This design comes from an exercise in tuning for small area, a short achievable clock period and few clock cycles on the open sky130 flow, not from production work. RTL that was checked went through simulation tests only; none was proved equivalent to the original. For run 6, only the layout was checked, not whether the RTL still works. Power is estimated from default activity; no workload was simulated.

==> flow/design.v <==
module lep_crc16 (
    input  wire        clk,
    input  wire        rst,
    input  wire        host_req,
    input  wire        host_we,
    input  wire [11:0] host_addr,
    input  wire [31:0] host_wdata,
    output wire [31:0] host_rdata,
    output wire        host_ready,
    output wire        mem_re,
    output wire        mem_we,
    output wire [9:0]  mem_addr,
    output reg  [3:0]  mem_be,
    output wire [31:0] mem_wdata,
    input  wire [31:0] mem_rdata
);
    localparam [9:0] R_CMD        = 10'h000;
    localparam [9:0] R_STATUS     = 10'h001;
    localparam [9:0] R_CTRL       = 10'h002;
    localparam [9:0] R_SRC_ADDR   = 10'h003;
    localparam [9:0] R_SRC_LEN    = 10'h004;
    localparam [9:0] R_DST_ADDR   = 10'h005;
    localparam [9:0] R_DST_CAP    = 10'h006;
    localparam [9:0] R_OUT_LEN    = 10'h007;
    localparam [9:0] R_CRC_CFG    = 10'h008;
    localparam [9:0] R_CRC_STATE  = 10'h009;
    localparam [9:0] R_CRC_RESULT = 10'h00A;
    localparam [2:0] OP_NOP     = 3'd0;
    localparam [2:0] OP_INIT    = 3'd1;
    localparam [2:0] OP_UPDATE  = 3'd2;
    localparam [2:0] OP_BYTE    = 3'd3;
    localparam [2:0] OP_COMPUTE = 3'd4;
    localparam [2:0] OP_STORE   = 3'd5;
    localparam [2:0] OP_VERIFY  = 3'd6;
    localparam [2:0] OP_DNP3    = 3'd7;
    localparam [3:0] E_OK        = 4'd0;
    localparam [3:0] E_INV_ARG   = 4'd2;
    localparam [3:0] E_BUF_SMALL = 4'd4;
    localparam [3:0] E_NOT_SUPP  = 4'd5;
    localparam [3:0] E_CHECKSUM  = 4'd8;
    localparam [3:0] E_OOB       = 4'd10;
    function [15:0] s8_0(input [15:0] x);
        begin
            s8_0[0] = ^{x[0], x[1], x[2], x[3], x[4], x[5], x[6], x[7], x[8]};
            s8_0[1] = x[9];
            s8_0[2] = x[10];
            s8_0[3] = x[11];
            s8_0[4] = x[12];
            s8_0[5] = x[13];
            s8_0[6] = ^{x[0], x[14]};
            s8_0[7] = ^{x[0], x[1], x[15]};
            s8_0[8] = ^{x[1], x[2]};
            s8_0[9] = ^{x[2], x[3]};
            s8_0[10] = ^{x[3], x[4]};
            s8_0[11] = ^{x[4], x[5]};
            s8_0[12] = ^{x[5], x[6]};
            s8_0[13] = ^{x[6], x[7]};
            s8_0[14] = ^{x[0], x[1], x[2], x[3], x[4], x[5], x[6]};
            s8_0[15] = ^{x[0], x[1], x[2], x[3], x[4], x[5], x[6], x[7]};
        end
    endfunction
    function [15:0] s16_0(input [15:0] x);
        begin
            s16_0[0] = ^{x[0], x[1], x[3], x[4], x[5], x[6], x[7], x[8], x[9], x[10], x[11], x[12], x[13], x[14], x[15]};
            s16_0[1] = ^{x[2], x[3]};
            s16_0[2] = ^{x[3], x[4]};
            s16_0[3] = ^{x[4], x[5]};
            s16_0[4] = ^{x[5], x[6]};
            s16_0[5] = ^{x[6], x[7]};
            s16_0[6] = ^{x[7], x[8]};
            s16_0[7] = ^{x[8], x[9]};
            s16_0[8] = ^{x[9], x[10]};
            s16_0[9] = ^{x[10], x[11]};
            s16_0[10] = ^{x[11], x[12]};
            s16_0[11] = ^{x[12], x[13]};
            s16_0[12] = ^{x[0], x[13], x[14]};
            s16_0[13] = ^{x[1], x[14], x[15]};
            s16_0[14] = ^{x[1], x[2], x[3], x[4], x[5], x[6], x[7], x[8], x[9], x[10], x[11], x[12], x[13], x[14]};
            s16_0[15] = ^{x[0], x[2], x[3], x[4], x[5], x[6], x[7], x[8], x[9], x[10], x[11], x[12], x[13], x[14], x[15]};
        end
    endfunction
    function [15:0] s8_1(input [15:0] x);
        begin
            s8_1[0] = ^{x[0], x[4], x[8]};
            s8_1[1] = ^{x[1], x[5], x[9]};
            s8_1[2] = ^{x[2], x[6], x[10]};
            s8_1[3] = ^{x[0], x[3], x[7], x[11]};
            s8_1[4] = ^{x[1], x[12]};
            s8_1[5] = ^{x[2], x[13]};
            s8_1[6] = ^{x[3], x[14]};
            s8_1[7] = ^{x[0], x[4], x[15]};
            s8_1[8] = ^{x[0], x[1], x[5]};
            s8_1[9] = ^{x[1], x[2], x[6]};
            s8_1[10] = ^{x[2], x[3], x[7]};
            s8_1[11] = x[3];
            s8_1[12] = ^{x[0], x[4]};
            s8_1[13] = ^{x[1], x[5]};
            s8_1[14] = ^{x[2], x[6]};
            s8_1[15] = ^{x[3], x[7]};
        end
    endfunction
    function [15:0] s16_1(input [15:0] x);
        begin
            s16_1[0] = ^{x[4], x[5], x[8], x[12]};
            s16_1[1] = ^{x[5], x[6], x[9], x[13]};
            s16_1[2] = ^{x[6], x[7], x[10], x[14]};
            s16_1[3] = ^{x[0], x[7], x[8], x[11], x[15]};
            s16_1[4] = ^{x[0], x[1], x[4], x[5], x[9]};
            s16_1[5] = ^{x[1], x[2], x[5], x[6], x[10]};
            s16_1[6] = ^{x[0], x[2], x[3], x[6], x[7], x[11]};
            s16_1[7] = ^{x[0], x[1], x[3], x[4], x[7], x[8], x[12]};
            s16_1[8] = ^{x[0], x[1], x[2], x[4], x[5], x[8], x[9], x[13]};
            s16_1[9] = ^{x[1], x[2], x[3], x[5], x[6], x[9], x[10], x[14]};
            s16_1[10] = ^{x[2], x[3], x[4], x[6], x[7], x[10], x[11], x[15]};
            s16_1[11] = ^{x[0], x[3], x[7], x[11]};
            s16_1[12] = ^{x[0], x[1], x[4], x[8], x[12]};
            s16_1[13] = ^{x[1], x[2], x[5], x[9], x[13]};
            s16_1[14] = ^{x[2], x[3], x[6], x[10], x[14]};
            s16_1[15] = ^{x[3], x[4], x[7], x[11], x[15]};
        end
    endfunction
    function [15:0] s8_2(input [15:0] x);
        begin
            s8_2[0] = ^{x[3], x[4], x[5], x[8]};
            s8_2[1] = ^{x[0], x[4], x[5], x[6], x[9]};
            s8_2[2] = ^{x[0], x[1], x[5], x[6], x[7], x[10]};
            s8_2[3] = ^{x[0], x[1], x[2], x[3], x[4], x[5], x[6], x[7], x[11]};
            s8_2[4] = ^{x[0], x[1], x[2], x[6], x[7], x[12]};
            s8_2[5] = ^{x[1], x[2], x[4], x[5], x[7], x[13]};
            s8_2[6] = ^{x[0], x[2], x[4], x[6], x[14]};
            s8_2[7] = ^{x[1], x[3], x[5], x[7], x[15]};
            s8_2[8] = ^{x[2], x[3], x[5], x[6]};
            s8_2[9] = ^{x[0], x[3], x[4], x[6], x[7]};
            s8_2[10] = ^{x[0], x[1], x[3], x[7]};
            s8_2[11] = ^{x[1], x[2], x[3], x[5]};
            s8_2[12] = ^{x[0], x[2], x[3], x[4], x[6]};
            s8_2[13] = ^{x[0], x[1], x[3], x[4], x[5], x[7]};
            s8_2[14] = ^{x[1], x[2], x[3], x[6]};
            s8_2[15] = ^{x[2], x[3], x[4], x[7]};
        end
    endfunction
    function [15:0] s16_2(input [15:0] x);
        begin
            s16_2[0] = ^{x[1], x[5], x[6], x[7], x[11], x[12], x[13]};
            s16_2[1] = ^{x[0], x[2], x[6], x[7], x[8], x[12], x[13], x[14]};
            s16_2[2] = ^{x[0], x[1], x[3], x[7], x[8], x[9], x[13], x[14], x[15]};
            s16_2[3] = ^{x[0], x[2], x[4], x[5], x[6], x[7], x[8], x[9], x[10], x[11], x[12], x[13], x[14], x[15]};
            s16_2[4] = ^{x[3], x[8], x[9], x[10], x[14], x[15]};
            s16_2[5] = ^{x[1], x[4], x[5], x[6], x[7], x[9], x[10], x[12], x[13], x[15]};
            s16_2[6] = ^{x[0], x[1], x[2], x[8], x[10], x[12], x[14]};
            s16_2[7] = ^{x[1], x[2], x[3], x[9], x[11], x[13], x[15]};
            s16_2[8] = ^{x[0], x[1], x[2], x[3], x[4], x[5], x[6], x[7], x[10], x[11], x[13], x[14]};
            s16_2[9] = ^{x[0], x[1], x[2], x[3], x[4], x[5], x[6], x[7], x[8], x[11], x[12], x[14], x[15]};
            s16_2[10] = ^{x[2], x[3], x[4], x[8], x[9], x[11], x[15]};
            s16_2[11] = ^{x[0], x[1], x[3], x[4], x[6], x[7], x[9], x[10], x[11], x[13]};
            s16_2[12] = ^{x[1], x[2], x[4], x[5], x[7], x[8], x[10], x[11], x[12], x[14]};
            s16_2[13] = ^{x[0], x[2], x[3], x[5], x[6], x[8], x[9], x[11], x[12], x[13], x[15]};
            s16_2[14] = ^{x[3], x[4], x[5], x[9], x[10], x[11], x[14]};
            s16_2[15] = ^{x[0], x[4], x[5], x[6], x[10], x[11], x[12], x[15]};
        end
    endfunction
    localparam [15:0] RES_0 = 16'h0000;
    localparam [15:0] RES_1 = 16'hF0B8;
    localparam [15:0] RES_2 = 16'h66C5;
    function [15:0] crc_init(input [1:0] v);
        crc_init = v[1] ? 16'h0000 : 16'hFFFF;
    endfunction
    function [15:0] crc_xorout(input [1:0] v);
        crc_xorout = (v == 2'd0) ? 16'h0000 : 16'hFFFF;
    endfunction
    reg [3:0]  status_err;
    reg [1:0]  ctrl;
    reg [31:0] src_addr, src_len, dst_addr, dst_cap;
    reg [12:0] out_len;
    reg [1:0]  crc_var;
    reg [15:0] crc_c;
    wire [15:0] crc_result = crc_c ^ crc_xorout(crc_var);
    reg        s_idle;     
    reg        s_exec;     
    reg        s_run;      
    reg        o_nop, o_init, o_upd, o_byte, o_cmp, o_sto, o_ver, o_dnp, o_strm;
    reg [1:0]  evar;       
    reg        xbad;       
    reg [15:0] w_crc;      
    reg [31:0] win;        
    reg [2:0]  kw;         
    reg        wlast;      
    reg        wbfin;      
    reg        wv;         
    reg        half;       
    reg [23:0] prev;       
    reg        rv1;        
    reg        primed;     
    reg [12:0] remf;       
    reg [1:0]  blk;        
    reg [9:0]  rd_ptr;     
    reg [9:0]  wa;         
    reg [1:0]  pp;         
    reg [1:0]  st;         
    reg [23:0] ow;         
    reg        crcph;      
    reg        crcfin;     
    reg        flush;      
    reg        vph;        
    wire [9:0] reg_idx   = host_addr[11:2];
    wire       idle      = s_idle;
    wire       cmd_write = host_req && host_we && (reg_idx == R_CMD);
    reg [31:0] rd_lo;
    always @(*) begin
        case (host_addr[5:2])
            4'd1:    rd_lo = {28'd0, status_err};
            4'd2:    rd_lo = {30'd0, ctrl};
            4'd3:    rd_lo = src_addr;
            4'd4:    rd_lo = src_len;
            4'd5:    rd_lo = dst_addr;
            4'd6:    rd_lo = dst_cap;
            4'd7:    rd_lo = {19'd0, out_len};
            4'd8:    rd_lo = {30'd0, crc_var};
            4'd9:    rd_lo = {16'd0, crc_c};
            4'd10:   rd_lo = {16'd0, crc_result};
            default: rd_lo = 32'd0;
        endcase
    end
    assign host_rdata = rd_lo & {32{host_addr[11:6] == 6'd0}};
    wire [2:0] d_op     = host_wdata[2:0];
    wire       d_known  = (host_wdata[7:3] == 5'd0);
    wire       d_hasvar = (d_op == OP_INIT) || (d_op == OP_COMPUTE) || (d_op == OP_VERIFY);
    wire       d_badbit = (host_wdata[31:24] != 8'd0) || (host_wdata[15:10] != 6'd0) ||
                          ((d_op != OP_BYTE) && (host_wdata[23:16] != 8'd0)) ||
                          (!d_hasvar && (host_wdata[9:8] != 2'd0));
    wire       d_badvar = d_hasvar && (host_wdata[9:8] == 2'd3);
    wire        src_hz  = (src_addr[31:13] == 19'd0) && (src_len[31:13] == 19'd0);
    wire        dst_hz  = (dst_addr[31:13] == 19'd0) && (dst_cap[31:13] == 19'd0);
    wire [13:0] ssum    = {1'b0, src_addr[12:0]} + {1'b0, src_len[12:0]};
    wire [13:0] dsum    = {1'b0, dst_addr[12:0]} + {1'b0, dst_cap[12:0]};
    wire        src_ok  = src_hz && (ssum <= 14'd4096);
    wire        src2_ok = src_hz && (ssum <= 14'd4094);
    wire        dst_ok  = dst_hz && (dsum <= 14'd4096);
    wire        cap_lt2 = (dst_cap[31:1] == 31'd0);
    wire        empty   = (src_len == 32'd0);
    wire [12:0] dnp_m    = src_len[12:0] + {3'd0, src_len[12:4], 1'b0} +
                           {11'd0, (src_len[3:0] != 4'd0), 1'b0};
    wire        dnp_fits = (dnp_m <= dst_cap[12:0]);
    wire [3:0] d_err = !d_known ? E_NOT_SUPP : (d_badbit || d_badvar) ? E_INV_ARG : E_OK;
    reg f_src_ok, f_src2_ok, f_dst_ok, f_cap_lt2, f_empty, f_fits;
    always @(posedge clk) begin
        f_src_ok  <= src_ok;
        f_src2_ok <= src2_ok;
        f_dst_ok  <= dst_ok;
        f_cap_lt2 <= cap_lt2;
        f_empty   <= empty;
        f_fits    <= dnp_fits;
    end
    wire exec = s_exec;
    reg [3:0] rerr;
    always @(*) begin
        rerr = E_OK;
        if ((o_upd || o_cmp) && !f_src_ok) rerr = E_OOB;
        if (o_ver && !f_src2_ok) rerr = E_OOB;
        if (o_sto) rerr = !f_dst_ok ? E_OOB : f_cap_lt2 ? E_BUF_SMALL : E_OK;
        if (o_dnp) rerr = (!f_src_ok || !f_dst_ok) ? E_OOB : !f_fits ? E_BUF_SMALL : E_OK;
    end
    wire xdone = xbad || (rerr != E_OK) || o_nop || o_init || o_byte ||
                 ((o_upd || o_cmp || o_dnp) && f_empty);
    wire [1:0] lo = src_addr[1:0];
    wire k4   = (kw == 3'd4);
    wire k2   = (kw == 3'd2) || ((kw == 3'd3) && !half);
    wire hsel = half;
    wire [15:0] x0  = w_crc ^ win[15:0];
    wire [15:0] y0  = s16_0(x0);
    wire [15:0] y1  = s16_1(x0);
    wire [15:0] y2  = s16_2(x0);
    wire [15:0] z0  = s16_0(y0 ^ win[31:16]);
    wire [15:0] z1  = s16_1(y1 ^ win[31:16]);
    wire [15:0] z2  = s16_2(y2 ^ win[31:16]);
    wire [15:0] x1  = w_crc ^ {8'd0, (hsel ? win[23:16] : win[7:0])};
    wire [15:0] u0  = s8_0(x1);
    wire [15:0] u1  = s8_1(x1);
    wire [15:0] u2  = s8_2(x1);
    wire k1  = !k4 && !k2;
    wire sv0 = (evar == 2'd0);
    wire sv1 = (evar == 2'd1);
    wire sv2 = evar[1];
    wire [15:0] eng = ({16{sv0 && k4}} & z0) | ({16{sv0 && k2}} & y0) | ({16{sv0 && k1}} & u0) |
                      ({16{sv1 && k4}} & z1) | ({16{sv1 && k2}} & y1) | ({16{sv1 && k1}} & u1) |
                      ({16{sv2 && k4}} & z2) | ({16{sv2 && k2}} & y2) | ({16{sv2 && k1}} & u2);
    wire [15:0] res = evar[1] ? RES_2 : (evar[0] ? RES_1 : RES_0);
    wire cons_en  = wv && !crcph && !flush && !vph && (s_run || (s_exec && !xbad));
    wire consumed = cons_en && !((kw == 3'd3) && !half);
    wire formed   = rv1 && o_strm && !s_idle && (remf != 13'd0) && (primed || (lo == 2'd0));
    reg  [31:0] fun;
    always @(*) begin
        case (lo)
            2'd0: fun = mem_rdata;
            2'd1: fun = {mem_rdata[7:0],  prev[23:0]};
            2'd2: fun = {mem_rdata[15:0], prev[23:8]};
            default: fun = {mem_rdata[23:0], prev[23:16]};
        endcase
    end
    wire        dcons    = consumed && o_dnp;
    wire        item_now = dcons || crcph;
    wire [2:0]  ki       = crcph ? 3'd2 : kw;
    wire [31:0] item     = crcph ? {16'd0, ~w_crc} : win;
    reg  [31:0] rot;
    always @(*) begin
        case (pp)
            2'd0: rot = item;
            2'd1: rot = {item[23:0], item[31:24]};
            2'd2: rot = {item[15:0], item[31:16]};
            default: rot = {item[7:0], item[31:8]};
        endcase
    end
    wire [3:0]  psum     = {2'b00, pp} + {1'b0, ki};
    wire        wcomp    = ({2'b00, pp} + {1'b0, kw}) >= 4'd4;
    wire        complete = crcph ? pp[1] : wcomp;
    wire [31:0] merged   = {rot[31:24],
                            (pp <= 2'd2) ? rot[23:16] : ow[23:16],
                            (pp <= 2'd1) ? rot[15:8]  : ow[15:8],
                            (pp == 2'd0) ? rot[7:0]   : ow[7:0]};
    wire        wr_now   = (crcph && pp[1]) || (dcons && wcomp) || flush;
    wire        fin_item = crcph && crcfin;
    wire stall  = o_dnp && wbfin && consumed && formed;
    wire rd_now = !wr_now && !stall;
    assign mem_re    = rd_now;
    assign mem_we    = wr_now;
    assign mem_addr  = wr_now ? wa : rd_ptr;
    assign mem_wdata = merged;
    always @(*) begin
        mem_be[0] = (st == 2'd0) && (!flush || (pp != 2'd0));
        mem_be[1] = (st <= 2'd1) && (!flush || (pp >= 2'd2));
        mem_be[2] = (st <= 2'd2) && (!flush || (pp == 2'd3));
        mem_be[3] = !flush;
    end
    wire done_exec = s_exec && xdone;
    wire done_run  = s_run &&
                     ((consumed && wlast && (o_upd || o_cmp)) || vph || flush ||
                      (fin_item && (pp == 2'd2)));
    wire done      = done_exec || done_run;
    assign host_ready = (s_idle && !cmd_write) || done;
    wire src_wr = s_idle && host_req && host_we && (reg_idx == R_SRC_ADDR);
    always @(posedge clk) begin
        rv1 <= rd_now;
        if (rv1) prev <= mem_rdata[31:8];
        if (s_idle)
            rd_ptr <= cmd_write ? rd_ptr + 10'd1 : src_wr ? host_wdata[11:2] : src_addr[11:2];
        else if (done)
            rd_ptr <= src_addr[11:2];
        else if (rd_now)
            rd_ptr <= rd_ptr + 10'd1;
        if (rst) begin
            s_idle     <= 1'b1;
            s_exec     <= 1'b0;
            s_run      <= 1'b0;
            status_err <= E_OK;
            ctrl       <= 2'b11;
            src_addr   <= 32'd0;
            src_len    <= 32'd0;
            dst_addr   <= 32'd0;
            dst_cap    <= 32'd0;
            out_len    <= 13'd0;
            crc_var    <= 2'd0;
            crc_c      <= 16'hFFFF;
            crcph      <= 1'b0;
            flush      <= 1'b0;
        end else if (s_idle) begin
            if (host_req && host_we) begin
                case (reg_idx)
                    R_CTRL:      ctrl     <= host_wdata[1:0];
                    R_SRC_ADDR:  src_addr <= host_wdata;
                    R_SRC_LEN:   src_len  <= host_wdata;
                    R_DST_ADDR:  dst_addr <= host_wdata;
                    R_DST_CAP:   dst_cap  <= host_wdata;
                    R_CRC_CFG:   if (host_wdata[1:0] != 2'd3) crc_var <= host_wdata[1:0];
                    R_CRC_STATE: crc_c    <= host_wdata[15:0];
                    default: ;
                endcase
            end
            if (cmd_write) begin
                s_idle     <= 1'b0;
                s_exec     <= 1'b1;
                status_err <= d_err;
                if ((d_err == E_OK) && (d_op == OP_INIT)) begin
                    crc_var <= host_wdata[9:8];
                    crc_c   <= crc_init(host_wdata[9:8]);
                end
            end
            o_nop  <= (d_op == OP_NOP);
            o_init <= (d_op == OP_INIT);
            o_upd  <= (d_op == OP_UPDATE);
            o_byte <= (d_op == OP_BYTE);
            o_cmp  <= (d_op == OP_COMPUTE);
            o_sto  <= (d_op == OP_STORE);
            o_ver  <= (d_op == OP_VERIFY);
            o_dnp  <= (d_op == OP_DNP3);
            o_strm <= (d_op == OP_UPDATE) || (d_op == OP_COMPUTE) || (d_op == OP_VERIFY) ||
                      (d_op == OP_DNP3);
            evar   <= ((d_op == OP_UPDATE) || (d_op == OP_BYTE)) ? crc_var :
                      (d_op == OP_DNP3) ? 2'd2 : host_wdata[9:8];
            xbad   <= (d_err != E_OK);
            w_crc  <= ((d_op == OP_COMPUTE) || (d_op == OP_VERIFY)) ? crc_init(host_wdata[9:8]) :
                      (d_op == OP_DNP3) ? 16'h0000 : (d_op == OP_STORE) ? ~crc_result : crc_c;
            win[7:0] <= host_wdata[23:16];
            kw     <= 3'd1;
            wlast  <= 1'b1;
            half   <= 1'b0;
            wv     <= (d_op == OP_BYTE);
            primed <= 1'b0;
            remf   <= src_len[12:0] + ((d_op == OP_VERIFY) ? 13'd2 : 13'd0);
            blk    <= 2'd0;
            wa     <= dst_addr[11:2];
            pp     <= dst_addr[1:0];
            st     <= dst_addr[1:0];
            crcph  <= 1'b0;
            crcfin <= 1'b0;
            flush  <= 1'b0;
            vph    <= 1'b0;
        end else begin
            if (s_exec && !xbad) begin
                if (rerr != E_OK) status_err <= rerr;
                else if (f_empty) begin
                    if (o_cmp) begin
                        crc_var <= evar;
                        crc_c   <= crc_init(evar);
                    end
                    if (o_dnp) out_len <= 13'd0;
                end
            end
            if (s_exec && o_sto && !xdone) begin
                crcph  <= 1'b1;
                crcfin <= 1'b1;
            end
            if (rv1 && o_strm && !primed && (lo != 2'd0)) primed <= 1'b1;
            if (formed) begin
                win   <= fun;
                kw    <= (remf >= 13'd4) ? 3'd4 : remf[2:0];
                wlast <= (remf <= 13'd4);
                wbfin <= (blk == 2'd3) || (remf <= 13'd4);
                blk   <= blk + 2'd1;
                remf  <= (remf <= 13'd4) ? 13'd0 : remf - 13'd4;
            end
            wv <= formed || (wv && !consumed);
            if (cons_en) half <= (kw == 3'd3) && !half;
            if (cons_en || crcph) w_crc <= eng & {16{cons_en}};
            if (consumed) begin
                if (wlast && (o_upd || o_cmp || o_byte)) begin
                    crc_c      <= eng;
                    crc_var    <= evar;
                end
                if (wlast && o_ver) vph <= 1'b1;
                if (o_dnp && wbfin) begin
                    crcph  <= 1'b1;
                    crcfin <= wlast;
                end
            end
            if (item_now) begin
                pp <= psum[1:0];
                if (complete) begin
                    st <= 2'd0;
                    wa <= wa + 10'd1;
                    ow <= rot[23:0];
                end else begin
                    ow <= merged[23:0];
                end
            end
            if (crcph) begin
                crcph <= 1'b0;
                if (fin_item && (pp != 2'd2)) flush <= 1'b1;
            end
            if (flush) flush <= 1'b0;
            if ((fin_item && (pp == 2'd2)) || flush)
                out_len <= o_dnp ? dnp_m : 13'd2;
            if (vph) status_err <= (w_crc == res) ? E_OK : E_CHECKSUM;
            if (s_exec && !xdone) begin
                s_exec <= 1'b0;
                s_run  <= 1'b1;
            end
            if (done) begin
                s_idle <= 1'b1;
                s_exec <= 1'b0;
                s_run  <= 1'b0;
            end
        end
    end
endmodule
==> flow/run.sh <==
#!/bin/bash
# synth_recipe.tcl (not shown) runs the flow's synth.tcl, then flattens the netlist and writes it again
# the make line also repeats each setting of config.mk as NAME=value (left out here)
make -C /OpenROAD-flow-scripts/flow DESIGN_CONFIG=/design/flow/config.mk WORK_HOME=/design/flow/orfs CLKGATE_MAP_FILE= SYNTH_SCRIPT=/design/flow/synth_recipe.tcl finish
==> flow/config.mk <==
export PLATFORM = sky130hd
export DESIGN_NAME = lep_crc16
export DESIGN_NICKNAME = lep_crc16
export VERILOG_FILES = /design/flow/design.v
export SDC_FILE = /design/flow/constraint.sdc
export NUM_CORES = 4
export LEC_CHECK = 0
export CAP_MARGIN = 5
export CORE_MARGIN = 2
export CORE_UTILIZATION = 55
export CTS_BUF_LIST = sky130_fd_sc_hd__clkbuf_4 sky130_fd_sc_hd__clkbuf_8
export PLACE_DENSITY = 0.7
export SETUP_SLACK_MARGIN = 3.4
export SLEW_MARGIN = 5
==> flow/constraint.sdc <==
create_clock -name core_clock -period 8.0 [get_ports {clk}]
set_input_delay 1.6000 -clock core_clock [delete_from_list [all_inputs] [get_ports {clk}]]
set_output_delay 1.6000 -clock core_clock [all_outputs]
set_load 0.01 [all_outputs]
==> results.json, run 1 <==
{
  "status": "no timing/DRC/antenna violations",
  "drtPass1Iterations": 9,
  "crit_slowest_cell": "clkdlybuf4s50_1",
  "grt_overflow_total": 0,
  "drive_gt1_share_pct": 17.07,
  "critPathBufInv": 3,
  "r2r_start": "src_len[1]",
  "die_y_um": 214.9,
  "worstPathCellList": "nor2_4, o2111ai_4, a31oi_4, inv_1, o311ai_4, buf_12, mux2_2, clkdlybuf4s50_1",
  "ios": 161,
  "cpPeakStageDelay_ns": 0.48,
  "met3RoutedLength_um": 9261,
  "cp_max_fo": 11,
  "drt-total-wl_um": 94250,
  "arrival_ns": 3.14,
  "ant_nets": 0,
  "worstHoldEndpoint": "dst_addr[29]",
  "rsz0062_at_grt": "true",
  "top_layer_used": "met5",
  "synthDistinctLibCells": 79,
  "end_kind": "primary output",
  "ir_worst_vdd_v": 0.0003381,
  "max_cap_violations": 0,
  "synth_flop_cell": "dfxtp_1",
  "sw_frac_of_total_pct": 41.20,
  "vias": 23280,
  "synth_common_cells": "nand2_1, a21oi_1, xnor2_1",
  "yosysMostFrequentCell": "nand2_1",
  "cts_root_buffer": "clkbuf_8",
  "yosysTopAreaCell": "edfxtp_1",
  "placeableCoreArea_um2": 44030,
  "finalSetupViolCount": 0,
  "fin_util_pct": 66.91,
  "fin_worst_skew_ns": 0.02403,
  "ys_warn_count": 1,
  "place_hpwl_um": 68300,
  "fp-row-count": 77,
  "die_w_um": 214.9,
  "timing.reg2reg.setup_slack_ns": 3.42,
  "hold_violations": 0,
  "cts_max_level": 2,
  "power.switching_mw": 3.221,
  "postCtsHoldBufs": 0,
  "avgSynthCellArea_um2": 8.860,
  "synth_nets": 2909,
  "avgViaCountPerCell": 6.509,
  "fmax_ghz": 0.2109,
  "criticalPathCategory": "reg -> out",
  "clkPwrFrac_pct": 20.0,
  "tritoncts": "done",
  "clkSinkCount": 334,
  "seq_area_um2": 8273,
  "nNetsFinal": 3088,
  "yosysSeqAreaShare_pct": 33.77,
  "crit_family": "buffers and inverters",
  "cts_buffers": 53,
  "grt_pass1_wl_um": 139500,
  "finalCritPeriodShare_pct": 59.27,
  "clockBufferDepth": 3,
  "routedWlPerCell_um": 26.35,
  "synth_edf_count": 157,
  "start_util_pct": 55.54,
  "holdCritPathClass": "reg -> reg",
  "synth_top_cell_area_share_pct": 19.28,
  "fillers": 3538,
  "r2r-end": "f_fits",
  "drv_slew": 0,
  "multi_input_area_um2": 16360,
  "async_flop_share_pct": 0,
  "seq_power_share_pct": 23.8,
  "met1_length_um": 34600,
  "cp_data_required_time_ns": 6.40,
  "cts.clk_slew.worst_paths_ns": 0.07,
  "synth_area_um2": 24450,
  "antenna_found_initial": 4,
  "leakagePower_nw": 10.71,
  "cellInternalPower_mw": 4.596,
  "grt_max_degree": 93,
  "area_growth_pct": 20.48,
  "grt_pass1_vias": 22370,
  "worstMarginPinSlew_ns": 1.304,
  "min_period_ns": 4.741,
  "tns_ns": 0,
  "synthCells": 2760,
  "start_kind": "register",
  "wl_met2_um": 43190,
  "worstHoldStart": "dst_addr[29]",
  "powerDensity_nw_per_um2": 265.3,
  "synth-seq-cells": 334,
  "drtIter0Drc": 3340,
  "holdPathStages": 2,
  "worstSkewPairLatency_ns": 0.65,
  "comb_power_share_pct": 56.2,
  "place_congestion": 0.9952,
  "drc": 0,
  "track_usage_pct": 39.65,
  "timing.hold.ws_ns": 0.4760,
  "port-buffer-count": 158,
  "die_area_um2": 46160,
  "synth_area_leaders": "edfxtp_1, dfxtp_1, xnor2_1",
  "relSlewSlack_pct": 12.89,
  "r2r_cells": 19
}
==> metrics by stage <==
stage / instance area [um2] / setup slack [ns] / power [mW] / cells
CTS: 28830 / 3.271 / 7.598 / 3544
detailed placement: 26370 / 1.255 / 5.966 / 3374
floorplan: 24470 / 3.392 / 5.024 / 2760
global placement: 26370 / 1.265 / 5.975 / 3374
finish: 29460 / 3.259 / 7.817 / 3576
global route: 29460 / 3.170 / 8.067 / 3576
==> routing by layer <==
metal,vias up,global-route usage [%]
met5,-,0
met2,1549,64.05
li1,10280,-
met1,11060,48.92
met3,380,6.978
met4,4,26.02
==> cells in the final DEF (no fill, tap or decap), drive strengths merged, types with 38 or more instances in the layout <==
master,n
a211oi,41
buf,165
inv,51
o22ai,47
clkdlybuf4s50,110
nor4,41
o21ai,106
clkbuf,78
ha,65
nand3,46
nor3,38
a22oi,76
dfxtp,177
edfxtp,157
nand2,471
a21oi,292
xor2,124
nor2,172
xnor2,298
==> what timing repair did <==
item,in CTS,in global routing
pin swaps,45,21
setup buffers,67,28
gates cloned,5,2
resized for setup,318,87
setup endpoints to repair,103,80
==> registers in the layout (all words and copies together), names as in the netlist, 3 cells and up <==
register	cells
rd_ptr	10
kw	3
win	32
w_crc	16
src_len	32
wa	10
src_addr	32
crc_c	16
dst_cap	32
prev	24
ow	24
status_err	4
remf	13
out_len	13
dst_addr	32
==> worst min-delay path: stages, from the launching register on <==
cell	delay, ns
dfxtp_1	0.32
nand2_1	0.06
a21oi_1	0.05
==> kinds of logic (layout without fill, tap and decap cells) <==
kind of cell               after synthesis  in the layout  synth area share, %
DFF                                    334            334                33.77
buffers and inverters                  226            445                3.832
adders and majority gates               69             69                3.653
muxes                                   84             84                5.255
xor gates and xnor gates               452            452                19.74
other                                    0              2                    0
AOI/OAI and AO/OA                      723            723                18.29
and+or+nand+nor                        872            875                15.46
==> power groups by stage <==
stage	sequential, mW	combinational [mW]	clock, mW
2_1_floorplan	1.87	3.16	0
3_3_place_gp	1.89	4.08	0
3_5_place_dp	1.89	4.07	0
4_1_cts	1.86	4.17	1.57
5_1_grt	1.86	4.57	1.64
6_report	1.86	4.39	1.57
==> how the worst max path moves through the flow <==
stage	from	to	slack, ns	cells after the start
finish	xbad	mem_addr[4]	3.26	8
global route	src_len[1]	f_fits	3.17	19
CTS	xbad	mem_addr[4]	3.27	8
detailed placement	host_addr[2]	host_rdata[12]	1.26	9
global placement	host_addr[2]	host_rdata[12]	1.27	9
floorplan	host_addr[2]	host_rdata[10]	3.39	8
==> layout make-up <==
cell class | instances | area share, %
diodes | 2 | 0.01699
multi-input cells | 2203 | 55.52
repair buffers | 290 | 9.169
well taps | 592 | 2.514
flip-flops and latches | 334 | 28.08
inverters | 55 | 0.8876
clock inverters | 27 | 0.7687
clock buffers | 71 | 2.998
repair inverters | 2 | 0.04672
Testbench counts, summed over its fixed seeds: cycles 71,064.
==> run 2, diff against run 1 <==
--- a/flow/design.v
+++ b/flow/design.v
@@ -342,5 +342,7 @@
         rv1 <= rd_now;
         if (rv1) prev <= mem_rdata[31:8];
-        if (s_idle)
+        if (rst)
+            rd_ptr <= 10'd0;
+        else if (s_idle)
             rd_ptr <= cmd_write ? rd_ptr + 10'd1 : src_wr ? host_wdata[11:2] : src_addr[11:2];
         else if (done)
--- a/flow/config.mk
+++ b/flow/config.mk
@@ -6,9 +6,9 @@
 export NUM_CORES = 4
 export LEC_CHECK = 0
-export CAP_MARGIN = 5
+export CAP_MARGIN = 20
 export CORE_MARGIN = 2
 export CORE_UTILIZATION = 55
 export CTS_BUF_LIST = sky130_fd_sc_hd__clkbuf_4 sky130_fd_sc_hd__clkbuf_8
 export PLACE_DENSITY = 0.7
-export SETUP_SLACK_MARGIN = 3.4
-export SLEW_MARGIN = 5
+export SETUP_SLACK_MARGIN = 3.5
+export SLEW_MARGIN = 20
==> run 2 against run 1 <==
Net effect:
- still clean on timing, DRC and antenna
- cell area grew 2.2%
- synthesized area is essentially flat
- die area is essentially flat
- global-route usage grew 1.1 points
- combinational power shrank 14%
==> results.json, run 2 <==
{
  "status": "no timing/DRC/antenna violations",
  "synth_area_leaders": "edfxtp_1, dfxtp_1, xnor2_1",
  "top_layer_used": "met4",
  "postCtsHoldBufs": 0,
  "tritoncts": "done",
  "ios": 161,
  "cts_max_level": 2,
  "powerDensity_nw_per_um2": 241.4,
  "ir_worst_vdd_v": 0.0003435,
  "cp_data_required_time_ns": 6.40,
  "drt-total-wl_um": 96340,
  "clkSinkCount": 334,
  "placeableCoreArea_um2": 44030,
  "synth_edf_count": 147,
  "vias": 23650,
  "synthXorXnorAreaFrac_pct": 19.22,
  "nNetsFinal": 3145,
  "start_kind": "input pin",
  "place_hpwl_um": 69020,
  "relSlewSlack_pct": 21.81,
  "holdCritPathClass": "reg -> reg",
  "async_flop_share_pct": 0,
  "synthAdderAreaFrac_pct": 3.651,
  "cp_max_fo": 2,
  "synthDistinctLibCells": 75,
  "drtPass1Iterations": 9,
  "met1_length_um": 35010,
  "avgViaCountPerCell": 6.505,
  "drtIter0Drc": 3145,
  "fin_cells": 3635,
  "cts.clk_slew.worst_paths_ns": 0.06,
  "routedWlPerCell_um": 26.50,
  "port-buffer-count": 158,
  "finalCritPeriodShare_pct": 59.56,
  "synthCells": 2799,
  "synth_compound_area_share_pct": 18.91,
  "place_congestion": 1.020,
  "grt_pass1_wl_um": 142900,
  "track_usage_pct": 40.71,
  "synthMuxAreaShare_pct": 5.308,
  "synth_top_family_by_area": "XOR/XNOR gates",
  "cts_buffers": 55,
  "worstMarginPinSlew_ns": 1.169,
  "met3RoutedLength_um": 9262,
  "synth_area_um2": 24470,
  "hold_violations": 0,
  "die_area_um2": 46190,
  "yosysMostFrequentCell": "nand2_1",
  "cts_root_buffer": "clkbuf_8",
  "wl_met2_um": 44980,
  "drive_gt1_share_pct": 18.91,
  "fin_util_pct": 68.36,
  "antenna_found_initial": 0,
  "drc": 0,
  "final_common_cell": "nand2_1",
  "grt_max_degree": 83,
  "synth_simple_gate_area_share_pct": 15.63,
  "fillers": 3516,
  "grt_overflow_total": 0,
  "synth_nets": 2948,
  "finalSetupViolCount": 0,
  "yosysTopAreaCell": "edfxtp_1",
  "fp-row-count": 77,
  "yosysSeqAreaShare_pct": 33.34,
  "tns_ns": 0,
  "area_growth_pct": 23.01,
  "final_cell_area_um2": 30100,
  "ys_warn_count": 1,
  "final_cell_mix": "nand2_1, a21oi_1, xnor2_1",
  "worstSkewPairLatency_ns": 0.67,
  "clockBufferDepth": 3,
  "total_power_mw": 7.266,
  "synth_flop_cell": "dfxtp_1",
  "max_cap_violations": 0,
  "placed_cell_area_um2": 26650,
  "die_w_um": 214.9,
  "criticalPathCategory": "in -> out",
  "synth-seq-cells": 334,
  "start_util_pct": 55.57,
  "synth_top_cell_area_share_pct": 18.04,
  "drv_slew": 0,
  "avgSynthCellArea_um2": 8.742,
  "die_y_um": 214.9,
  "synth_common_cells": "nand2_1, a21oi_1, xnor2_1",
  "fmax_ghz": 0.2099,
  "leakagePower_nw": 10.94,
  "ant_nets": 0,
  "rsz0062_at_grt": "true",
  "fin_worst_skew_ns": 0.04131,
  "min_period_ns": 4.765,
  "grt_pass1_vias": 22580,
  "dpl.cell_count": 3411,
  "end_kind": "primary output",
  "arrival_ns": 3.17
}
[run 2: cell types whose count changed in the layout (fill, tap and decap cells not counted), sizes merged, moves of 11 or more]
cell / previous run / this run
buf: 165 / 208
nand3: 46 / 65
clkbuf: 78 / 94
nor3: 38 / 27
xor2: 124 / 137
clkinv: 24 / 11
nor2: 172 / 157
inv: 51 / 71
[run 2: routing by layer]
| layer | global-route usage [%] | vias to the layer above |
|---|---|---|
| li1 | - | 10450 |
| met1 | 50.62 | 11250 |
| met2 | 66.40 | 1591 |
| met3 | 6.454 | 362 |
| met4 | 25.49 | 0 |
| met5 | 0 | - |
[run 2: report_power, final]
part	internal, mW	switching, mW	leakage [nW]
registers	1.81	0.0415	2.94
logic	1.73	2.06	7.37
clock network	0.885	0.744	0.633
[run 2: worst max-delay path, stage by stage]
cell      delay, ns
buf_6          0.09
or4_4          0.53
nor3_4         0.18
buf_4          0.15
and3_4         0.20
nand3_4        0.11
nand2_4        0.10
nand2b_4       0.08
buf_6          0.13
[run 2: cells by family after synthesis]
| kind of cell | Yosys count |
|---|---|
| XOR/XNOR | 446 |
| adder cells (fa/ha/maj) | 69 |
| AND/OR/NAND/NOR | 874 |
| buffers and inverters | 253 |
| multiplexers | 85 |
| flip-flops | 334 |
| AO/OA/AOI/OAI | 738 |
[run 2: repair_timing]
item | 4_1_cts | 5_1_grt
endpoints found under the hold margin | 0 | 0
gates resized for setup | 347 | 96
gates cloned | 6 | 1
setup endpoints to repair | 118 | 82
pin swaps | 34 | 16
setup buffers | 74 | 39
[run 2: through the flow]
step | worst slack, ns | hold WS [ns]
detailed placement | 1.552 | 0.4630
floorplan | 3.491 | 0.4321
CTS | 3.176 | 0.4720
global placement | 1.600 | 0.4569
finish | 3.235 | 0.4752
global route | 3.210 | 0.4963
[run 2: cell type report]
| class | count | area, um2 | share of cell area, % |
|---|---|---|---|
| well taps | 592 | 740.7 | 2.461 |
| repair inverters | 1 | 5.005 | 0.01663 |
| clock buffers | 86 | 1065 | 3.538 |
| multi-input cells | 2212 | 16560 | 55.02 |
| repair buffers | 322 | 3142 | 10.44 |
| diodes | 2 | 5.005 | 0.01663 |
| clock inverters | 16 | 126.4 | 0.4199 |
| flip-flops and latches | 334 | 8177 | 27.17 |
| inverters | 70 | 279.0 | 0.9270 |
[run 2: path summary, 6_finish.rpt]
kind                                    start            to  slack [ns]  depth (start not counted)
worst max-delay path            host_addr[10]    host_ready        3.23                          9
worst min-delay path             src_addr[17]  src_addr[17]        0.48                          2
worst max register to register       w_crc[4]      w_crc[6]        3.54                         12
worst min register to register   src_addr[17]  src_addr[17]        0.48                          2
Testbench counts of run 2, summed over its fixed seeds: cycles 71,064.
==> run 3, diff against run 2 <==
--- a/flow/config.mk
+++ b/flow/config.mk
@@ -10,5 +10,5 @@
 export CORE_UTILIZATION = 55
 export CTS_BUF_LIST = sky130_fd_sc_hd__clkbuf_4 sky130_fd_sc_hd__clkbuf_8
-export PLACE_DENSITY = 0.7
-export SETUP_SLACK_MARGIN = 3.5
+export PLACE_DENSITY = 0.65
+export SETUP_SLACK_MARGIN = 3.4
 export SLEW_MARGIN = 20
==> run 3 against run 2 <==
Net effect:
- still clean on timing, DRC and antenna
- cell count down 0.55%
- first-iteration DRC count up 4.9%
- clock power up 6%
- count of clock-buffer cells in the layout up 3
- global-route usage down 1.4 points
- critical path type unchanged
==> results.json, run 3 <==
{
  "grt_use_met1_pct": 48.37,
  "status": "no timing/DRC/antenna violations",
  "ios": 161,
  "routedWlPerCell_um": 25.90,
  "crit_family": "simple AND/OR/NAND/NOR gates",
  "cts_buffers": 56,
  "async_flop_share_pct": 0,
  "worstMarginPinSlew_ns": 1.181,
  "tns_ns": 0,
  "worstPathCellList": "buf_6, or4_4, nor3_4, nand3_2, buf_12, buf_8, a31oi_4, buf_6",
  "final_common_cell": "nand2_1",
  "end_kind": "primary output",
  "die_area_um2": 46190,
  "grt_pass1_vias": 22290,
  "arrival_ns": 3.17,
  "drtPass1Iterations": 9,
  "start_util_pct": 55.57,
  "fmax_ghz": 0.2097,
  "antenna_found_initial": 2,
  "grt_use_met2_pct": 64.52,
  "clkSinkCount": 334,
  "worstSkewPairLatency_ns": 0.66,
  "grt_max_degree": 90,
  "synth_common_cells": "nand2_1, a21oi_1, xnor2_1",
  "die_w_um": 214.9,
  "synth_area_um2": 24470,
  "finalCritPeriodShare_pct": 59.60,
  "ant_nets": 0,
  "synth_top_cell_area_share_pct": 18.04,
  "drive_gt1_share_pct": 17.21,
  "synthCells": 2799,
  "clockBufferDepth": 3,
  "postCtsHoldBufs": 0,
  "met3_usage_pct": 6.100,
  "ir_worst_vdd_v": 0.0003940,
  "place_congestion": 1.021,
  "synth_nets": 2948,
  "drv_slew": 0,
  "max_cap_violations": 0,
  "cp_data_required_time_ns": 6.40,
  "yosysMostFrequentCell": "nand2_1",
  "leakagePower_nw": 10.77,
  "track_usage_pct": 39.35,
  "yosysTopAreaCell": "edfxtp_1",
  "grt_pass1_wl_um": 138200,
  "drc": 0,
  "cpPeakStageDelay_ns": 0.53,
  "yosysSeqAreaShare_pct": 33.34,
  "cts_max_level": 2,
  "rsz0062_at_grt": "true",
  "die_y_um": 214.9,
  "min_period_ns": 4.768,
  "avgViaCountPerCell": 6.499,
  "crit_slowest_cell": "or4_4",
  "nNetsFinal": 3124,
  "finalSetupViolCount": 0,
  "port-buffer-count": 158,
  "area_growth_pct": 21.55,
  "cts.clk_slew.worst_paths_ns": 0.06,
  "place_hpwl_um": 68060,
  "synth_area_leaders": "edfxtp_1, dfxtp_1, xnor2_1",
  "start_kind": "input pin",
  "final_cell_mix": "nand2_1, a21oi_1, xnor2_1",
  "holdCritPathClass": "reg -> reg",
  "placeableCoreArea_um2": 44030,
  "hold_violations": 0,
  "fp-row-count": 77,
  "criticalPathCategory": "in -> out",
  "drtIter0Drc": 3299,
  "tritoncts": "done",
  "drt-total-wl_um": 93610,
  "fin_cells": 3615,
  "vias": 23490,
  "synth-seq-cells": 334,
  "critPathBufInv": 4,
  "cts_root_buffer": "clkbuf_8",
  "cp_max_fo": 7,
  "ys_warn_count": 1,
  "synthDistinctLibCells": 75,
  "relSlewSlack_pct": 19.26,
  "crit_top_cell": "buf_6",
  "dpl.cell_count": 3417,
  "synth_flop_cell": "dfxtp_1",
  "fin_worst_skew_ns": 0.04208,
  "avgSynthCellArea_um2": 8.742,
  "grt_busiest_layer": "met2",
  "grt_overflow_total": 0,
  "synth_edf_count": 147,
  "powerDensity_nw_per_um2": 244.5
}
-- run 3: cell count changes in the layout (fill, tap and decap cells not counted), moves of 4 or more --
cell,before,now
xnor2_1,228,232
clkdlybuf4s50_1,103,114
buf_6,35,28
clkbuf_2,6,0
buf_4,126,115
o21ai_0,99,103
clkbuf_4,19,15
clkbuf_8,68,74
-- run 3: kinds of logic after synthesis --
group           after synthesis  synth area share, %
mux                          85                5.308
fa+ha+maj                    69                3.651
buf+inv                     253                3.943
simple gates                874                15.63
xor+xnor                    446                19.22
flops                       334                33.34
compound gates              738                18.91
-- run 3: final timing paths --
check	start	endpoint	slack (ns)	cells past startpoint
worst min register to register	dst_addr[20]	dst_addr[20]	0.47	2
worst min-delay path	dst_addr[20]	dst_addr[20]	0.47	2
worst max-delay path	host_addr[9]	host_rdata[4]	3.23	8
worst max register to register	w_crc[13]	w_crc[4]	3.34	12
-- run 3: worst reg2reg max path: stages (launching register included) --
cell and delay, ns:
edfxtp_1 0.60, xnor2_4 0.52, xnor2_2 0.25, xor2_1 0.34, xnor3_2 0.60, xor2_2 0.32, xnor2_4 0.21, xor2_1 0.30
xor2_1 0.25, xnor2_1 0.17, nor2_1 0.08, a2111oi_2 0.50, o22ai_1 0.22
-- run 3: power breakdown --
part           switching [mW]  internal (mW)  total [mW]
Combinational            2.01           1.68        3.69
Sequential             0.0430           1.81        1.85
Clock                   0.738          0.994        1.73
-- run 3: stage by stage --
step                      setup slack, ns  utilization, %  hold slack, ns  instance area (um2)  power [mW]
final                               3.232           67.55          0.4737                29740       7.272
after global routing                3.186           67.54          0.4856                29740       7.517
after CTS                           3.209           65.75          0.4735                28950       7.145
after detailed placement            1.682           60.31          0.4660                26550       5.363
after global placement              1.691           60.29          0.4594                26550       5.322
after floorplan                     3.373               -          0.4321                24510       4.564
-- run 3: repair_timing --
item	4_1_cts	5_1_grt
cloned	2	1
resized for setup	319	56
pin swaps	22	25
setup endpoints to repair	108	75
setup buffers	42	46
-- run 3: cell type report --
type	instances	area, um2
clock inverters	15	153.9
fillers	3508	14290
clock buffers	89	1131
flip-flops and latches	334	8175
multi-input cells	2213	16350
repair buffers	300	2905
well taps	592	740.7
diodes	2	5.005
inverters	70	275.3
-- run 3: per-layer routing --
| layer | part of all wire [%] | wire length [um] |
|---|---|---|
| met1 | 37 | 34240 |
| met2 | 46 | 43160 |
| met3 | 9.5 | 8893 |
| met4 | 7.8 | 7317 |
| met5 | 0 | 0 |
==> run 4, diff against run 3 <==
--- a/flow/config.mk
+++ b/flow/config.mk
@@ -8,7 +8,7 @@
 export CAP_MARGIN = 20
 export CORE_MARGIN = 2
-export CORE_UTILIZATION = 55
+export CORE_UTILIZATION = 50
 export CTS_BUF_LIST = sky130_fd_sc_hd__clkbuf_4 sky130_fd_sc_hd__clkbuf_8
-export PLACE_DENSITY = 0.65
+export PLACE_DENSITY = 0.7
 export SETUP_SLACK_MARGIN = 3.4
 export SLEW_MARGIN = 20
==> run 4 against run 3 <==
Net effect:
- largest power group unchanged
- cell area fell by 0.21%
- flip-flop and latch count did not move
- first-iteration DRC count fell by 21%
- critical path depth rose by 1
- global-route usage fell by 2.0 points
- critical path type unchanged
- clock skew barely moved
- combinational power rose by 4%
==> results.json, run 4 <==
{
  "place_hpwl_um": 69440,
  "die_w_um": 225.2,
  "placeableCoreArea_um2": 48650,
  "grt_pass1_vias": 22280,
  "worstMarginPinSlew_ns": 1.181,
  "die_area_um2": 50720,
  "drv_slew": 0,
  "fp-row-count": 81,
  "antenna_found_initial": 0,
  "synth_area_um2": 24470,
  "grt_max_degree": 89,
  "fin_ws_ns": 3.120,
  "grt_pass1_wl_um": 142000,
  "relSlewSlack_pct": 20.51,
  "tritoncts": "done",
  "critPathBufInv": 5,
  "timing.hold.ws_ns": 0.4729,
  "hold_violations": 0,
  "ios": 161,
  "vias": 23520,
  "yosysSeqAreaShare_pct": 33.34,
  "die_y_um": 225.2,
  "cts.clk_slew.worst_paths_ns": 0.06,
  "dp_slack_ns": 1.444,
  "clockBufferDepth": 3,
  "synthCells": 2799,
  "nNetsFinal": 3126,
  "grt_overflow_total": 0,
  "drive_gt1_share_pct": 17.26,
  "drtIter0Drc": 2622,
  "avgViaCountPerCell": 6.447,
  "yosysMostFrequentCell": "nand2_1",
  "cts_max_level": 2,
  "arrival_ns": 3.28,
  "clkSinkCount": 334,
  "finalCritPeriodShare_pct": 61.00,
  "holdCritPathClass": "reg -> reg",
  "ant_nets": 0,
  "postCtsHoldBufs": 0,
  "rsz0062_at_grt": "true",
  "drc": 0,
  "cp_data_required_time_ns": 6.40,
  "final_cell_area_um2": 29680,
  "start_util_pct": 50.30,
  "tns_ns": 0,
  "synth_common_cells": "nand2_1, a21oi_1, xnor2_1",
  "drt-total-wl_um": 96290,
  "synthDistinctLibCells": 75,
  "routedWlPerCell_um": 26.39,
  "synth_area_leaders": "edfxtp_1, dfxtp_1, xnor2_1",
  "final_cell_mix": "nand2_1, a21oi_1, xnor2_1",
  "ys_warn_count": 1,
  "place_congestion": 1.025,
  "avgSynthCellArea_um2": 8.742,
  "fillers": 4174,
  "placed_cell_area_um2": 26570,
  "leakagePower_nw": 10.85,
  "finalSetupViolCount": 0,
  "final_common_cell": "nand2_1",
  "r2r_cells": 12,
  "crit_top_cell": "buf_6",
  "start_kind": "input pin",
  "max_cap_violations": 0,
  "synth_top_cell_area_share_pct": 18.04,
  "ir_worst_vdd_v": 0.0004394,
  "status": "no timing/DRC/antenna violations",
  "cp_max_fo": 5,
  "track_usage_pct": 37.33,
  "fmax_ghz": 0.2049,
  "holdPathStages": 2,
  "min_period_ns": 4.880,
  "port-buffer-count": 158,
  "synth-seq-cells": 334,
  "worstPathCellList": "buf_6, or4_4, nor3_4, buf_6, nand3_4, buf_12, buf_16, a31oi_4, buf_6",
  "synth_nets": 2948,
  "crit_family": "simple AND/OR/NAND/NOR gates",
  "area_growth_pct": 21.30,
  "criticalPathCategory": "in -> out",
  "powerDensity_nw_per_um2": 245.5,
  "yosysTopAreaCell": "edfxtp_1",
  "crit_slowest_cell": "or4_4",
  "end_kind": "primary output",
  "fin_util_pct": 61.01,
  "worstSkewPairLatency_ns": 0.70,
  "cpPeakStageDelay_ns": 0.54,
  "async_flop_share_pct": 0,
  "cts_root_buffer": "clkbuf_8",
  "drtPass1Iterations": 9,
  "fin_worst_skew_ns": 0.04180,
  "worstSetupPathDepth": 9,
  "cts_buffers": 57,
  "synth_edf_count": 147,
  "synth_flop_cell": "dfxtp_1"
}
run 4: cell counts after synthesis:
No cell type changed its count.
run 4: layout make-up:
cell class / count / area (um2) / share of cell area [%]
multi-input cells: 2213 / 16380 / 55.18
flip-flops and latches: 334 / 8172 / 27.53
repair buffers: 299 / 2883 / 9.713
clock buffers: 77 / 965.9 / 3.255
well taps: 622 / 778.2 / 2.622
inverters: 70 / 279.0 / 0.9401
clock inverters: 30 / 209.0 / 0.7040
repair inverters: 2 / 13.76 / 0.04637
diodes: 1 / 2.502 / 0.008431
run 4: final timing paths:
kind,start,end,slack (ns)
max,host_addr[8],host_rdata[14],3.12
min,rd_ptr[7],rd_ptr[7],0.47
max reg2reg,w_crc[10],crc_c[13],3.42
min reg2reg,rd_ptr[7],rd_ptr[7],0.47
run 4: kinds of logic after synthesis:
kind of cell	Yosys count	share of synthesized area [%]
flip-flops	334	33.34
multiplexers	85	5.308
AO/OA/AOI/OAI	738	18.91
adder cells (fa/ha/maj)	69	3.651
AND/OR/NAND/NOR	874	15.63
XOR/XNOR	446	19.22
buffers and inverters	253	3.943
run 4: timing repair:
item                                    4_1_cts  5_1_grt
resized for setup                           335       66
gates cloned                                  9        0
hold endpoints to repair                      0        0
pin swaps                                    20       21
endpoints found under the setup margin      105       83
setup buffers                                36       50
run 4: per-stage QoR:
stage / instances / power (mW)
floorplan: 2799 / 4.564
global placement: 3445 / 5.434
detailed placement: 3445 / 5.438
CTS: 3597 / 7.146
global route: 3647 / 7.513
finish: 3648 / 7.287
run 4: report_power, final:
group,switching [mW],internal [mW]
clock network,0.792,0.834
logic,2.13,1.69
registers,0.0388,1.81
run 4: routing by layer:
layer	GRT usage [%]	wire length [um]	vias up
met3	6.115	9337	294
li1	-	-	10400
met5	0	0	-
met1	48.14	36710	11360
met2	59.30	44110	1461
met4	21.77	6127	0
run 4: worst min-delay path: stages (launching register included):
cell,delay (ns)
dfxtp_1,0.31
inv_1,0.06
a21oi_1,0.05
==> run 5, diff against run 4 <==
--- a/flow/config.mk
+++ b/flow/config.mk
@@ -8,5 +8,5 @@
 export CAP_MARGIN = 20
 export CORE_MARGIN = 2
-export CORE_UTILIZATION = 50
+export CORE_UTILIZATION = 55
 export CTS_BUF_LIST = sky130_fd_sc_hd__clkbuf_4 sky130_fd_sc_hd__clkbuf_8
 export PLACE_DENSITY = 0.7
==> run 5 against run 4 <==
Net effect:
- global-route usage rose by 2.3 points
- routed wire length fell by 2.4%
- cell area fell by 0.54%
- combinational power fell by 3%
- synthesized cell count did not move
- register-to-register slack improved by 0.02 ns
- synthesized area did not move
- cell count fell by 1.1%
- critical endpoint is now host_rdata[5]
==> results.json, run 5 <==
{
  "drtPass1Iterations": 12,
  "cts_buffers": 57,
  "synth_common_cells": "nand2_1, a21oi_1, xnor2_1",
  "async_flop_share_pct": 0,
  "synthMuxAreaShare_pct": 5.308,
  "track_usage_pct": 39.64,
  "end_kind": "primary output",
  "drive_gt1_share_pct": 17.39,
  "clkSinkCount": 334,
  "synthAdderAreaFrac_pct": 3.651,
  "synthXorXnorAreaFrac_pct": 19.22,
  "antenna_found_initial": 2,
  "synthCells": 2799,
  "hold_violations": 0,
  "start_kind": "input pin",
  "grt_max_degree": 81,
  "yosysTopAreaCell": "edfxtp_1",
  "multi_input_area_um2": 16350,
  "area_growth_pct": 20.65,
  "die_w_um": 214.9,
  "ios": 161,
  "cp_max_fo": 6,
  "drtIter0Drc": 3123,
  "yosysSeqAreaShare_pct": 33.34,
  "synth-seq-cells": 334,
  "nNetsFinal": 3114,
  "fmax_ghz": 0.2057,
  "r2r_start": "w_crc[12]",
  "timing.hold.ws_ns": 0.4740,
  "synth_edf_count": 147,
  "max_cap_violations": 0,
  "synth_area_um2": 24470,
  "total_power_mw": 7.225,
  "criticalPathCategory": "in -> out",
  "synth_top_family_by_area": "XOR/XNOR gates",
  "startpoint": "host_addr[11]",
  "final_cell_mix": "nand2_1, a21oi_1, xnor2_1",
  "synth_top_cell_area_share_pct": 18.04,
  "place_hpwl_um": 67630,
  "cts.clk_slew.worst_paths_ns": 0.05,
  "cts_max_level": 2,
  "drt-total-wl_um": 94020,
  "start_util_pct": 55.57,
  "synth_simple_gate_area_share_pct": 15.63,
  "final_common_cell": "nand2_1",
  "timing.reg2reg.setup_slack_ns": 3.44,
  "clockBufferDepth": 3,
  "vias": 23220,
  "tns_ns": 0,
  "tritoncts": "done",
  "powerDensity_nw_per_um2": 244.8,
  "crit_end": "host_rdata[5]",
  "ys_warn_count": 1,
  "drc": 0,
  "ir_worst_vdd_v": 0.0003406,
  "fp-row-count": 77,
  "grt_overflow_total": 0,
  "finalCritPeriodShare_pct": 60.78,
  "min_period_ns": 4.863,
  "synth_compound_area_share_pct": 18.91,
  "rsz0062_at_grt": "true",
  "cts_root_buffer": "clkbuf_8",
  "avgSynthCellArea_um2": 8.742,
  "finalSetupViolCount": 0,
  "arrival_ns": 3.26,
  "ant_nets": 0,
  "postCtsHoldBufs": 0,
  "r2r_cells": 11,
  "grt_pass1_wl_um": 139700,
  "worstSkewPairLatency_ns": 0.67,
  "worstMarginPinSlew_ns": 1.096,
  "relSlewSlack_pct": 25.07,
  "seq_area_um2": 8173,
  "leakagePower_nw": 10.69,
  "r2r-end": "w_crc[5]",
  "grt_pass1_vias": 22400,
  "cp_data_required_time_ns": 6.40,
  "status": "no timing/DRC/antenna violations",
  "holdCritPathClass": "reg -> reg",
  "synth_nets": 2948,
  "yosysMostFrequentCell": "nand2_1",
  "die_y_um": 214.9,
  "die_area_um2": 46190,
  "fin_worst_skew_ns": 0.05912,
  "placeableCoreArea_um2": 44030,
  "drv_slew": 0,
  "fillers": 3620,
  "synth_area_leaders": "edfxtp_1, dfxtp_1, xnor2_1",
  "port-buffer-count": 158,
  "synthDistinctLibCells": 75,
  "avgViaCountPerCell": 6.438,
  "synth_flop_cell": "dfxtp_1",
  "place_congestion": 1.030,
  "routedWlPerCell_um": 26.07
}
## run 5: cell counts after synthesis
No cell type changed its count.
## run 5: kinds of logic after synthesis
logic type | count (synthesis)
fa+ha+maj | 69
xor+xnor | 446
mux | 85
flops | 334
compound gates | 738
simple gates | 874
buf+inv | 253
## run 5: area by class of cell
cell class | count | area share [%]
tap | 592 | 2.509
timing repair inverter | 1 | 0.01695
inverter | 70 | 0.9452
clock inverter | 18 | 0.5128
timing repair buffer | 288 | 9.146
antenna | 2 | 0.01695
multi-input combinational | 2213 | 55.40
sequential | 334 | 27.69
clock buffer | 89 | 3.768
## run 5: how the worst min path moves through the flow
stage	from	to	slack (ns)	depth (start not counted)
2_1_floorplan	status_err[3]	status_err[3]	0.43	2
3_3_place_gp	dst_cap[20]	dst_cap[20]	0.46	2
3_5_place_dp	src_addr[17]	src_addr[17]	0.46	2
4_1_cts	src_addr[17]	src_addr[17]	0.47	2
5_1_grt	dst_cap[27]	dst_cap[27]	0.49	2
6_report	dst_cap[22]	dst_cap[22]	0.47	2
## run 5: repair_timing
action                     in CTS  in global routing
setup endpoints to repair     106                 78
buffers inserted               40                 41
resized for setup             328                 77
cloned                          7                  1
pin swaps                      18                 15
## run 5: per-layer routing
metal | track usage (%) | routed length, um
met5 | 0 | 0
met4 | 22.85 | 6572
met3 | 6.624 | 8450
met2 | 65.65 | 44100
met1 | 48.99 | 34890
## run 5: stage by stage
step,utilization (%),cell area (um2),setup WS (ns),cells
finish,67.05,29520,3.137,3607
floorplan,-,24510,3.373,2799
CTS,65.38,28790,3.089,3563
detailed placement,60.17,26490,1.725,3409
global placement,60.16,26490,1.717,3409
global route,67.05,29520,3.112,3607
## run 5: power by group
part / internal (mW) / switching [mW] / leakage [nW] / total, mW
Sequential: 1.81 / 0.0432 / 2.94 / 1.85
Clock: 0.951 / 0.738 / 0.672 / 1.69
Combinational: 1.70 / 1.99 / 7.08 / 3.69
Total: 4.46 / 2.77 / 10.7 / 7.23
## run 5: worst max-delay path, stage by stage
cell and delay (ns):
buf_6 0.09, or4_4 0.53, nor3_4 0.17, buf_6 0.13, nand3_4 0.08, buf_12 0.16, buf_12 0.14, a31oi_4 0.20
buf_6 0.13
==> run 6, diff against run 5 <==
--- a/flow/design.v
+++ b/flow/design.v
@@ -337,5 +337,5 @@
                       (fin_item && (pp == 2'd2)));
     wire done      = done_exec || done_run;
-    assign host_ready = (s_idle && !cmd_write) || done;
+    assign host_ready = done || (s_idle && (!host_we || (reg_idx != R_CMD)));
     wire src_wr = s_idle && host_req && host_we && (reg_idx == R_SRC_ADDR);
     always @(posedge clk) begin
--- a/flow/config.mk
+++ b/flow/config.mk
@@ -10,5 +10,5 @@
 export CORE_UTILIZATION = 55
 export CTS_BUF_LIST = sky130_fd_sc_hd__clkbuf_4 sky130_fd_sc_hd__clkbuf_8
-export PLACE_DENSITY = 0.7
+export PLACE_DENSITY = 0.65
 export SETUP_SLACK_MARGIN = 3.4
 export SLEW_MARGIN = 20
==> run 6 against run 5 <==
Net effect:
- flip-flop and latch count stayed put
- sequential share of layout area is 0.22 points higher
- critical path depth is 1 higher
- cell area is 0.83% lower
- critical path type unchanged
==> results.json, run 6 <==
{
  "status": "no timing/DRC/antenna violations",
  "arrival_ns": 3.30,
  "drive_gt1_share_pct": 16.78,
  "nNetsFinal": 3078,
  "hold_violations": 0,
  "ant_nets": 0,
  "cp_max_fo": 5,
  "tns_ns": 0,
  "placeableCoreArea_um2": 43930,
  "placed_cell_area_um2": 26280,
  "synthCells": 2774,
  "relSlewSlack_pct": 15.26,
  "routedWlPerCell_um": 26.26,
  "total_power_mw": 7.531,
  "cts_buffers": 57,
  "fillers": 3622,
  "place_congestion": 1.014,
  "leakagePower_nw": 10.50,
  "ios": 161,
  "avgViaCountPerCell": 6.455,
  "clkSinkCount": 334,
  "track_usage_pct": 39.51,
  "synth_area_leaders": "edfxtp_1, dfxtp_1, xnor2_1",
  "synth_edf_count": 147,
  "ir_worst_vdd_v": 0.0004478,
  "synth_flop_cell": "dfxtp_1",
  "synth-seq-cells": 334,
  "synth_area_um2": 24310,
  "drc": 0,
  "cts_max_level": 2,
  "grt_pass1_wl_um": 138200,
  "r2r_cells": 12,
  "start_kind": "input pin",
  "timing.reg2reg.setup_slack_ns": 3.46,
  "grt_pass1_vias": 22270,
  "fin_worst_skew_ns": 0.03681,
  "synth_common_cells": "nand2_1, a21oi_1, xnor2_1",
  "worstPathCellList": "buf_6, or4_4, nor3_4, buf_6, nand2_4, buf_12, buf_16, buf_12, a31oi_4, buf_6",
  "antenna_found_initial": 1,
  "holdPathStages": 2,
  "worstSkewPairLatency_ns": 0.68,
  "start_util_pct": 55.33,
  "criticalPathCategory": "in -> out",
  "fp-row-count": 77,
  "finalSetupViolCount": 0,
  "rsz0062_at_grt": "true",
  "powerDensity_nw_per_um2": 257.2,
  "holdCritPathClass": "reg -> reg",
  "avgSynthCellArea_um2": 8.763,
  "grt_overflow_total": 0,
  "timing.hold.ws_ns": 0.4743,
  "yosysSeqAreaShare_pct": 33.56,
  "min_period_ns": 4.901,
  "max_cap_violations": 0,
  "cpPeakStageDelay_ns": 0.54,
  "drt-total-wl_um": 93630,
  "yosysMostFrequentCell": "nand2_1",
  "cts_root_buffer": "clkbuf_8",
  "final_cell_area_um2": 29280,
  "finalCritPeriodShare_pct": 61.26,
  "drtIter0Drc": 3029,
  "synth_nets": 2923,
  "port-buffer-count": 158,
  "r2r-end": "w_crc[3]",
  "drv_slew": 0,
  "die_area_um2": 45890,
  "crit_top_cell": "buf_6",
  "worstHoldEndpoint": "dst_addr[20]",
  "cp_data_required_time_ns": 6.40,
  "yosysTopAreaCell": "edfxtp_1",
  "worstHoldStart": "dst_addr[20]",
  "end_kind": "primary output",
  "synthDistinctLibCells": 80,
  "final_cell_mix": "nand2_1, a21oi_1, xnor2_1",
  "place_hpwl_um": 67650,
  "r2r_start": "w_crc[11]",
  "cts.clk_slew.worst_paths_ns": 0.06,
  "clockBufferDepth": 3,
  "async_flop_share_pct": 0,
  "dp_slack_ns": 1.648,
  "die_w_um": 214.2,
  "ys_warn_count": 1,
  "synth_top_cell_area_share_pct": 18.16,
  "fmax_ghz": 0.2041,
  "crit_slowest_cell": "or4_4",
  "seq_area_um2": 8170,
  "worstMarginPinSlew_ns": 1.259,
  "grt_max_degree": 93,
  "die_y_um": 214.2,
  "vias": 23020,
  "area_growth_pct": 20.44,
  "final_common_cell": "nand2_1",
  "multi_input_area_um2": 16180,
  "insertedDiodeCount": 0,
  "tritoncts": "done",
  "fin_ws_ns": 3.099,
  "drtPass1Iterations": 7
}
run 6: final cells by class:
| cell class | count | area share (%) |
|---|---|---|
| Multi-Input combinational cell | 2193 | 55.28 |
| Sequential cell | 334 | 27.91 |
| Timing Repair Buffer | 278 | 9.197 |
| Clock buffer | 82 | 3.513 |
| Tap cell | 592 | 2.530 |
| Inverter | 65 | 0.8505 |
| Clock inverter | 22 | 0.7265 |
run 6: per-stage QoR:
stage | util, % | instances
3_5_place_dp | 59.81 | 3391
6_report | 66.64 | 3566
4_1_cts | 65.04 | 3535
5_1_grt | 66.64 | 3566
2_1_floorplan | - | 2774
3_3_place_gp | 59.81 | 3391
run 6: worst max-delay path by stage:
stage	slack (ns)	endpoint	startpoint	cells past startpoint
global route	3.07	host_rdata[12]	host_addr[11]	10
global placement	1.63	host_rdata[0]	host_addr[3]	7
detailed placement	1.65	host_rdata[0]	host_addr[3]	7
floorplan	3.40	host_rdata[11]	host_addr[5]	7
finish	3.10	host_rdata[12]	host_addr[11]	10
CTS	2.97	host_rdata[12]	host_addr[10]	9
run 6: worst max-delay path: cells and delay by family:
kind,cells,cell delay [ns]
buf+inv,6,0.78
simple gates,3,0.76
compound gates,1,0.16
run 6: power breakdown:
part	internal, mW	switching [mW]	total [mW]
Clock	0.957	0.755	1.71
Sequential	1.81	0.0431	1.85
Combinational	1.68	2.29	3.97
Total	4.45	3.09	7.53
run 6: kinds of logic (layout without fill, tap and decap cells):
kind of cell,Yosys count,after routing,share of synthesized area (%)
DFF,334,334,33.56
buffers and inverters,247,447,4.226
AOI/OAI and AO/OA,737,737,19.23
adders and majority gates,69,69,3.675
xor gates and xnor gates,434,434,18.01
muxes,96,96,5.888
and+or+nand+nor,857,857,15.41
run 6: repair_timing:
item	CTS	global route
gates cloned	3	1
resized for setup	332	79
hold buffers	0	0
pin swaps	22	16
buffers inserted	37	28
endpoints found under the setup margin	101	86
run 6: per-layer routing:
| metal | vias to the layer above | routed length, um | GRT usage (%) |
|---|---|---|---|
| met5 | - | 14 | 0 |
| met4 | 2 | 6982 | 24.79 |
| met3 | 359 | 8310 | 6.199 |
| met2 | 1331 | 43210 | 64.51 |
| met1 | 11000 | 35110 | 49.15 |
| li1 | 10320 | - | - |

[re-timing with driven ports]
Ports are ideal in the flow. The routed layouts listed here were re-timed in OpenROAD.
Step 1 sets driving cells, clkbuf_16 on the clock port and buf_2 on the other inputs (assumed; they add their load-dependent delay and slew).
Step 2 times the ports against the registers' clock, not the clock port: input delays grow and output delays shrink by t, the midpoint of the rising clock arrivals with the driver on.
Three values: no drivers, after step 1, after step 2; two values: the first two.
run | shift t [ns] | setup slack, ns | clock arrival spread, ns
run 1 | 0.700 | 3.259 / 3.197 / 2.985 | 0.024 / 0.025
run 2 | 0.712 | 3.235 / 3.204 / 2.864 | 0.041 / 0.041
run 3 | 0.697 | 3.232 / 3.201 / 3.000 | 0.043 / 0.043
run 4 | 0.732 | 3.120 / 3.084 / 2.828 | 0.045 / 0.045
run 5 | 0.689 | 3.137 / 3.107 / 3.049 | 0.063 / 0.063
run 6 | 0.714 | 3.099 / 3.067 / 3.064 | 0.036 / 0.037
After both steps setup and hold are still met in every run listed. The setup slack of run 2, which loses most, moves by -0.031 ns with the drivers and by -0.371 ns with both steps.
